From an optimization exercise on the open Yosys and OpenROAD flow, aimed at small area, a short achievable clock period and few clock cycles; shortcuts taken in it are not production practice.
Function not checked in this run: the RTL went through the layout flow alone.

==> flow/design.v <==
module hdc_unit (
    input  wire        clk,
    input  wire        rst,           
    input  wire        cmd_valid,
    output wire        cmd_ready,
    input  wire [63:0] cmd_ctl,
    input  wire [63:0] cmd_data,
    output reg         rsp_valid,
    output reg  [7:0]  rsp_status,
    output reg  [63:0] rsp_value
);
    localparam integer D  = 100;
    localparam integer N  = 2;             
    localparam integer NV = 8;
    localparam [63:0] TAILMASK = 64'h0000000FFFFFFFFF;
    localparam [7:0] OP_RDCFG = 8'h01;
    localparam [7:0] OP_VCLR  = 8'h10;
    localparam [7:0] OP_VGETB = 8'h11;
    localparam [7:0] OP_VSETB = 8'h12;
    localparam [7:0] OP_VRDW  = 8'h13;
    localparam [7:0] OP_VWRW  = 8'h14;
    localparam [7:0] OP_VBIND = 8'h20;
    localparam [7:0] OP_VOR   = 8'h21;
    localparam [7:0] OP_VHAM  = 8'h22;
    localparam [7:0] OP_VNSIM = 8'h23;
    localparam [7:0] OP_VROT  = 8'h24;
    localparam [7:0] OP_BRST  = 8'h30;
    localparam [7:0] OP_BACC  = 8'h31;
    localparam [7:0] OP_BFIN  = 8'h32;
    localparam [7:0] ST_OK      = 8'd0;
    localparam [7:0] ST_ILLEGAL = 8'd1;
    localparam [7:0] ST_RANGE   = 8'd2;
    reg [D-1:0]  vreg [0:NV-1];            
    reg [15:0]   cnt  [0:D-1];             
    reg        busy;
    reg [63:0] ctl;
    reg [63:0] data;
    assign cmd_ready = !busy;
    always @(posedge clk) begin
        if (rst) begin
            busy <= 1'b0;
            ctl  <= 64'd0;
            data <= 64'd0;
        end else if (!busy) begin
            if (cmd_valid) begin
                busy <= 1'b1;
                ctl  <= cmd_ctl;
                data <= cmd_data;
            end
        end else begin
            busy <= 1'b0;
        end
    end
    wire [7:0]  op  = ctl[7:0];
    wire [3:0]  rd  = ctl[11:8];
    wire [3:0]  ra  = ctl[15:12];
    wire [3:0]  rb  = ctl[19:16];
    wire        bv  = ctl[20];
    wire [31:0] idx = ctl[63:32];
    reg [63:0] mask;
    reg        known;
    reg        use_rd, use_ra, use_rb;
    always @* begin
        known  = 1'b1;
        mask   = 64'hFFFFFFFFFFFFFFFF;
        use_rd = 1'b0;
        use_ra = 1'b0;
        use_rb = 1'b0;
        case (op)
            OP_RDCFG: mask = 64'h00000000FFFFFFFF;
            OP_VCLR:  begin mask = 64'hFFFFFFFFFFFFF0FF; use_rd = 1'b1; end
            OP_VGETB: begin mask = 64'h00000000FFFF0FFF; use_ra = 1'b1; end
            OP_VSETB: begin mask = 64'h00000000FFEFF0FF; use_rd = 1'b1; end
            OP_VRDW:  begin mask = 64'h00000000FFFF0FFF; use_ra = 1'b1; end
            OP_VWRW:  begin mask = 64'h00000000FFFFF0FF; use_rd = 1'b1; end
            OP_VBIND,
            OP_VOR:   begin mask = 64'hFFFFFFFFFFF000FF; use_rd = 1'b1; use_ra = 1'b1; use_rb = 1'b1; end
            OP_VHAM,
            OP_VNSIM: begin mask = 64'hFFFFFFFFFFF00FFF; use_ra = 1'b1; use_rb = 1'b1; end
            OP_VROT:  begin mask = 64'hFFFFFFFFFFFF00FF; use_rd = 1'b1; use_ra = 1'b1; end
            OP_BRST:  mask = 64'hFFFFFFFFFFFFFFFF;
            OP_BACC:  begin mask = 64'hFFFFFFFFFFFF0FFF; use_ra = 1'b1; end
            OP_BFIN:  begin mask = 64'hFFFFFFFFFFFFF0FF; use_rd = 1'b1; end
            default:  known = 1'b0;
        endcase
    end
    wire illegal = !known
                || ((ctl & mask) != {56'd0, op})
                || (use_rd && rd >= NV)
                || (use_ra && ra >= NV)
                || (use_rb && rb >= NV)
                || (op == OP_RDCFG && idx > 32'd5);
    wire out_of_range = ((op == OP_VGETB || op == OP_VSETB) && idx >= D)
                     || ((op == OP_VRDW  || op == OP_VWRW)  && idx >= N);
    wire ok = !illegal && !out_of_range;
    wire [D-1:0] va = vreg[ra[2:0]];
    wire [D-1:0] vb = vreg[rb[2:0]];
    wire [D-1:0] diff = va ^ vb;
    reg  [6:0]   ham;
    integer      h;
    always @* begin
        ham = 7'd0;
        for (h = 0; h < D; h = h + 1)
            ham = ham + {6'd0, diff[h]};
    end
    wire [63:0] nsim = 64'd100 - {56'd0, ham, 1'b0};
    wire [63:0]    kmod = data % 64'd100;
    wire [2*D-1:0] rot2 = {va, va} << kmod[6:0];
    wire [D-1:0]   rot  = rot2[2*D-1:D];
    wire [2*64-1:0] va_words = {{(N*64-D){1'b0}}, va};
    wire [63:0]     rd_word  = idx[0] ? va_words[127:64] : va_words[63:0];
    reg [D-1:0] wr_word;
    always @* begin
        wr_word = vreg[rd[2:0]];
        if (idx[0])
            wr_word[D-1:64] = data[D-65:0];
        else
            wr_word[63:0] = data;
    end
    reg [D-1:0] set_bit;
    always @* begin
        set_bit = vreg[rd[2:0]];
        set_bit[idx[6:0]] = bv;
    end
    reg [D-1:0] fin;
    integer     f;
    always @* begin
        for (f = 0; f < D; f = f + 1)
            fin[f] = !cnt[f][15];
    end
    reg [63:0] cfg;
    always @* begin
        case (idx[2:0])
            3'd0:    cfg = D;
            3'd1:    cfg = N;
            3'd2:    cfg = 64'd0;       
            3'd3:    cfg = NV;
            3'd4:    cfg = 64'd0;       
            default: cfg = TAILMASK;
        endcase
    end
    reg         v_we;
    reg [D-1:0] v_wdata;
    reg [63:0]  value;
    always @* begin
        v_we    = 1'b0;
        v_wdata = {D{1'b0}};
        value   = 64'd0;
        if (ok) begin
            case (op)
                OP_RDCFG: value = cfg;
                OP_VCLR:  begin v_we = 1'b1; v_wdata = {D{1'b0}}; end
                OP_VGETB: value = {63'd0, va[idx[6:0]]};
                OP_VSETB: begin v_we = 1'b1; v_wdata = set_bit; end
                OP_VRDW:  value = rd_word;
                OP_VWRW:  begin v_we = 1'b1; v_wdata = wr_word; end
                OP_VBIND: begin v_we = 1'b1; v_wdata = va ^ vb; end
                OP_VOR:   begin v_we = 1'b1; v_wdata = va | vb; end
                OP_VHAM:  value = {57'd0, ham};
                OP_VNSIM: value = nsim;
                OP_VROT:  begin v_we = 1'b1; v_wdata = rot; end
                OP_BFIN:  begin v_we = 1'b1; v_wdata = fin; end
                default:  ;
            endcase
        end
    end
    integer r;
    always @(posedge clk) begin
        if (rst) begin
            for (r = 0; r < NV; r = r + 1)
                vreg[r] <= {D{1'b0}};
        end else if (busy && v_we) begin
            vreg[rd[2:0]] <= v_wdata;
        end
    end
    integer c;
    always @(posedge clk) begin
        if (!rst && busy && ok) begin
            if (op == OP_BRST) begin
                for (c = 0; c < D; c = c + 1)
                    cnt[c] <= 16'd0;
            end else if (op == OP_BACC) begin
                for (c = 0; c < D; c = c + 1) begin
                    if (va[c]) begin
                        if (cnt[c] != 16'h7FFF)
                            cnt[c] <= cnt[c] + 16'd1;
                    end else begin
                        if (cnt[c] != 16'h8000)
                            cnt[c] <= cnt[c] - 16'd1;
                    end
                end
            end
        end
    end
    always @(posedge clk) begin
        if (rst) begin
            rsp_valid  <= 1'b0;
            rsp_status <= 8'd0;
            rsp_value  <= 64'd0;
        end else begin
            rsp_valid <= busy;
            if (busy) begin
                rsp_status <= illegal ? ST_ILLEGAL : out_of_range ? ST_RANGE : ST_OK;
                rsp_value  <= value;
            end
        end
    end
endmodule
==> flow/run.sh <==
#!/bin/bash
# synth_recipe.tcl (not shown) runs the flow's synth.tcl, then flattens the netlist and writes it again
# the make line also repeats each setting of config.mk as NAME=value (left out here)
make -C /OpenROAD-flow-scripts/flow DESIGN_CONFIG=/design/flow/config.mk WORK_HOME=/design/flow/orfs CLKGATE_MAP_FILE= SYNTH_SCRIPT=/design/flow/synth_recipe.tcl finish
==> flow/config.mk <==
export PLATFORM = sky130hd
export DESIGN_NAME = hdc_unit
export DESIGN_NICKNAME = hdc_unit
export VERILOG_FILES = /design/flow/design.v
export SDC_FILE = /design/flow/constraint.sdc
export NUM_CORES = 8
export LEC_CHECK = 0
export CAP_MARGIN = 40
export CORE_MARGIN = 2
export CORE_UTILIZATION = 40
export SLEW_MARGIN = 40
==> flow/constraint.sdc <==
create_clock -name core_clock -period 60.0 [get_ports {clk}]
set_input_delay 12.0000 -clock core_clock [delete_from_list [all_inputs] [get_ports {clk}]]
set_output_delay 12.0000 -clock core_clock [all_outputs]
set_load 0.01 [all_outputs]
==> results.txt <==
cell families after synthesis:
| logic type | synth area share, % |
|---|---|
| simple gates | 14.6 |
| compound gates | 17.8 |
| flops | 36.6 |
| buf+inv | 3.82 |
| fa+ha+maj | 11.0 |
| xor+xnor | 6.50 |
| mux | 9.65 |
| other cells | 0.00180 |
state kept, by name, indices dropped and copies added, names as in the netlist, named ones only:
signal / count
cnt: 1600
vreg: 800
rsp_status: 2
data: 64
rsp_valid: 1
ctl: 64
rsp_value: 64
busy: 1
worst max-delay path, delay by kind of cell, from the launching register on:
family                    cells  cell delay, ns
muxes                         9            3.29
and+or+nand+nor              43           11.68
DFF                           1            0.83
buffers and inverters         3            1.25
xor gates and xnor gates      7            2.40
AOI/OAI and AO/OA            84           30.31
through the flow:
| step | instance area (um2) | util [%] |
|---|---|---|
| floorplan | 209000 | - |
| global placement | 220000 | 42.3 |
| detailed placement | 221000 | 42.5 |
| CTS | 232000 | 44.6 |
| global route | 232000 | 44.7 |
| finish | 233000 | 44.7 |
routing by layer:
metal | vias up | global-route usage (%) | wire, um | part of all wire [%]
met5 | - | 0.0998 | 157 | 0.019
met4 | 14 | 17.7 | 58400 | 7.2
met3 | 2076 | 8.26 | 87900 | 11
met2 | 8541 | 43.6 | 338000 | 42
met1 | 86900 | 38.4 | 324000 | 40
li1 | 80000 | - | - | -
path summary, 6_finish.rpt:
kind | startpoint | end | slack, ns | cells past startpoint
worst max-delay path | data[63]$_SDFFE_PP0P_ | vreg[0][50]$_SDFFCE_PN0P_ | 9.79 | 146
worst min register to register | ctl[61]$_SDFFE_PP0P_ | ctl[61]$_SDFFE_PP0P_ | 0.46 | 2
worst max register to register | data[63]$_SDFFE_PP0P_ | vreg[0][50]$_SDFFCE_PN0P_ | 9.79 | 146
worst min-delay path | ctl[61]$_SDFFE_PP0P_ | ctl[61]$_SDFFE_PP0P_ | 0.46 | 2
cell type report:
cell class	count	area, um2
antenna	25	62.6
clock buffer	439	9020
clock inverter	153	1830
fill	49000	288000
inverter	961	3610
multi-input combinational	16500	126000
sequential	2614	76400
tap	6942	8690
timing repair buffer	764	6680
placed cells by master (no fill, tap or decap), drive strengths merged, types with 409 or more instances in the layout:
cell type | Yosys | layout
a21oi | 1960 | 1960
buf | 283 | 562
clkbuf | 758 | 444
edfxtp | 2400 | 2400
ha | 1526 | 1526
inv | 945 | 959
mux4 | 628 | 628
nand2 | 1060 | 1060
nand4 | 494 | 494
nor2 | 2854 | 2854
nor4 | 409 | 409
o21ai | 883 | 883
o21bai | 927 | 927
xnor2 | 1357 | 1357
==> flow_summary_export.csv <==
group,metric,value,unit
detailed_routing,first_pass_iters,9,
detailed_routing,wl,808,mm
clocking,cts_made_buffers,328,
grt,grt_max_degree,169,
outcome,status,"finished clean",
synth,synth_ff_type,"edfxtp_1",
synth,yosys.area.top_type,"edfxtp_1",
finish,fin_cells,28400,
worst_hold_path,hold_class,"flip-flop to flip-flop",
die,initial_core_util,40.1,%
synth,ys_types,161,
die,die_w,727,um
placement,dp.cells,27800,
sta,slew_headroom,31.5,%
sta,fin_ws,9.79,ns
sta,setup_violations,0,
setup_path,cp.arrival,50.87,ns
finish,syn2layout_area_growth,11.4,%
placement,gp_congestion,1.06,
detailed_routing,via_per_inst,6.25,
synth,ys_seq_area_share,36.6,%
die,chipHeight,727,um
setup_path,crit_required,60.66,ns
setup_path,critPathMaxFanout,59,
detailed_routing,vias,178000,
sta,tightestPinTransition,1.02,ns
clocking,cts.repair.resized,0,
sta,layout_min_cycle_time,50.21,ns
clocking,cts_tree,"yes",
setup_path,critPathLaunchType,"flip-flop",
grt,antenna_found_initial,48,
sta,rsz0062_at_grt,"false",
setup_path,critPathKind,"flip-flop to flip-flop",
placement,io_buffer_count,198,
grt,grt_pass1_wl,1160,mm
synth,synth_most_common_cell,"nor2_1",
die,design.core.area,521000,um2
sta,fmax,19.9,MHz
grt,grtUsageTotal,29.5,%
grt,grt_remaining_overflow,0,
detailed_routing,drc_errors,0,
setup_path,cpMaxStageDelayCell,"a22oi_1",
sta,hold_viol_final,0,
clocking,htreeDepth,5,
job,cap_viol_max_count,0,
synth,syn-mean-instance-area,9.88,um2
clocking,cts_setup_buffers,0,
clocking,clk_pin_slew,0.06,ns
clocking,cts_sinks,2614,
synth,netlist_area,209000,um2
sta,timing.hold.ws,0.457,ns
grt,grt_pass1_vias,170000,
setup_path,max_stage_delay,0.84,ns
detailed_routing,first_iter_violations,20200,
synth,syn_inst,21100,
synth,ys_ff_latch,2614,
sta,tns,0,ns
detailed_routing,wl_per_cell,28.4,um
die,row_count,265,
detailed_routing,ant_nets,0,
setup_path,cp-end-kind,"flip-flop",
synth,synth_edf_count,2400,
placement,hpwl,583,mm
die,die_area,528000,um2
clocking,root_buffer,"clkbuf_16",
synth,ys_warn_count,2,
sta,finClkSkew,0.126,ns
placement,place_ws,10.80,ns
clocking,clk_path_buf_depth,4,
sta,period_share,83.7,%
clocking,postCtsHoldBufs,0,
finish,drive_above_1_share,11.0,%
synth,synth_common_cells,"nor2_1 (2,848), edfxtp_1 (2,400), a21oi_1 (1,940)",
clocking,insertion_delay,1.06,ns
synth,synth_top_area_share,34.5,%
finish,nets,23000,
synth,synth_area_leaders,"edfxtp_1 (35%), ha_1 (9.1%), mux4_2 (6.8%), xnor2_1 (5.7%), nor2_1 (5.1%)",
synth,synth-async-reset-ratio,0,%
sta,final-max-slew-violation-count,0,
die,ios,205,

-- port drivers added, routing unchanged --
Ports are ideal in the flow. The routed layout listed here was re-timed in OpenROAD.
Step 1 sets driving cells, clkbuf_16 on the clock port and buf_2 on the other inputs (assumed; they add their load-dependent delay and slew).
Step 2 adds t to the input delays and takes it off the output delays; t is the mean of the earliest and latest rising clock arrival at the registers after step 1. Input paths then give back, and output paths get back, about the clock's delay inside the block.
a / b / c = no drivers / after step 1 / after step 2; a / b = the first two.
t (ns): 1.119
setup WS [ns]: 9.794 / 9.794 / 9.794
worst setup path after step 2: register to register
pins driven straight from the clock port: 1
After both steps this run still meets setup and hold. For this run, drivers alone change the setup slack by 0.000 ns; drivers and shift together by 0.000 ns.
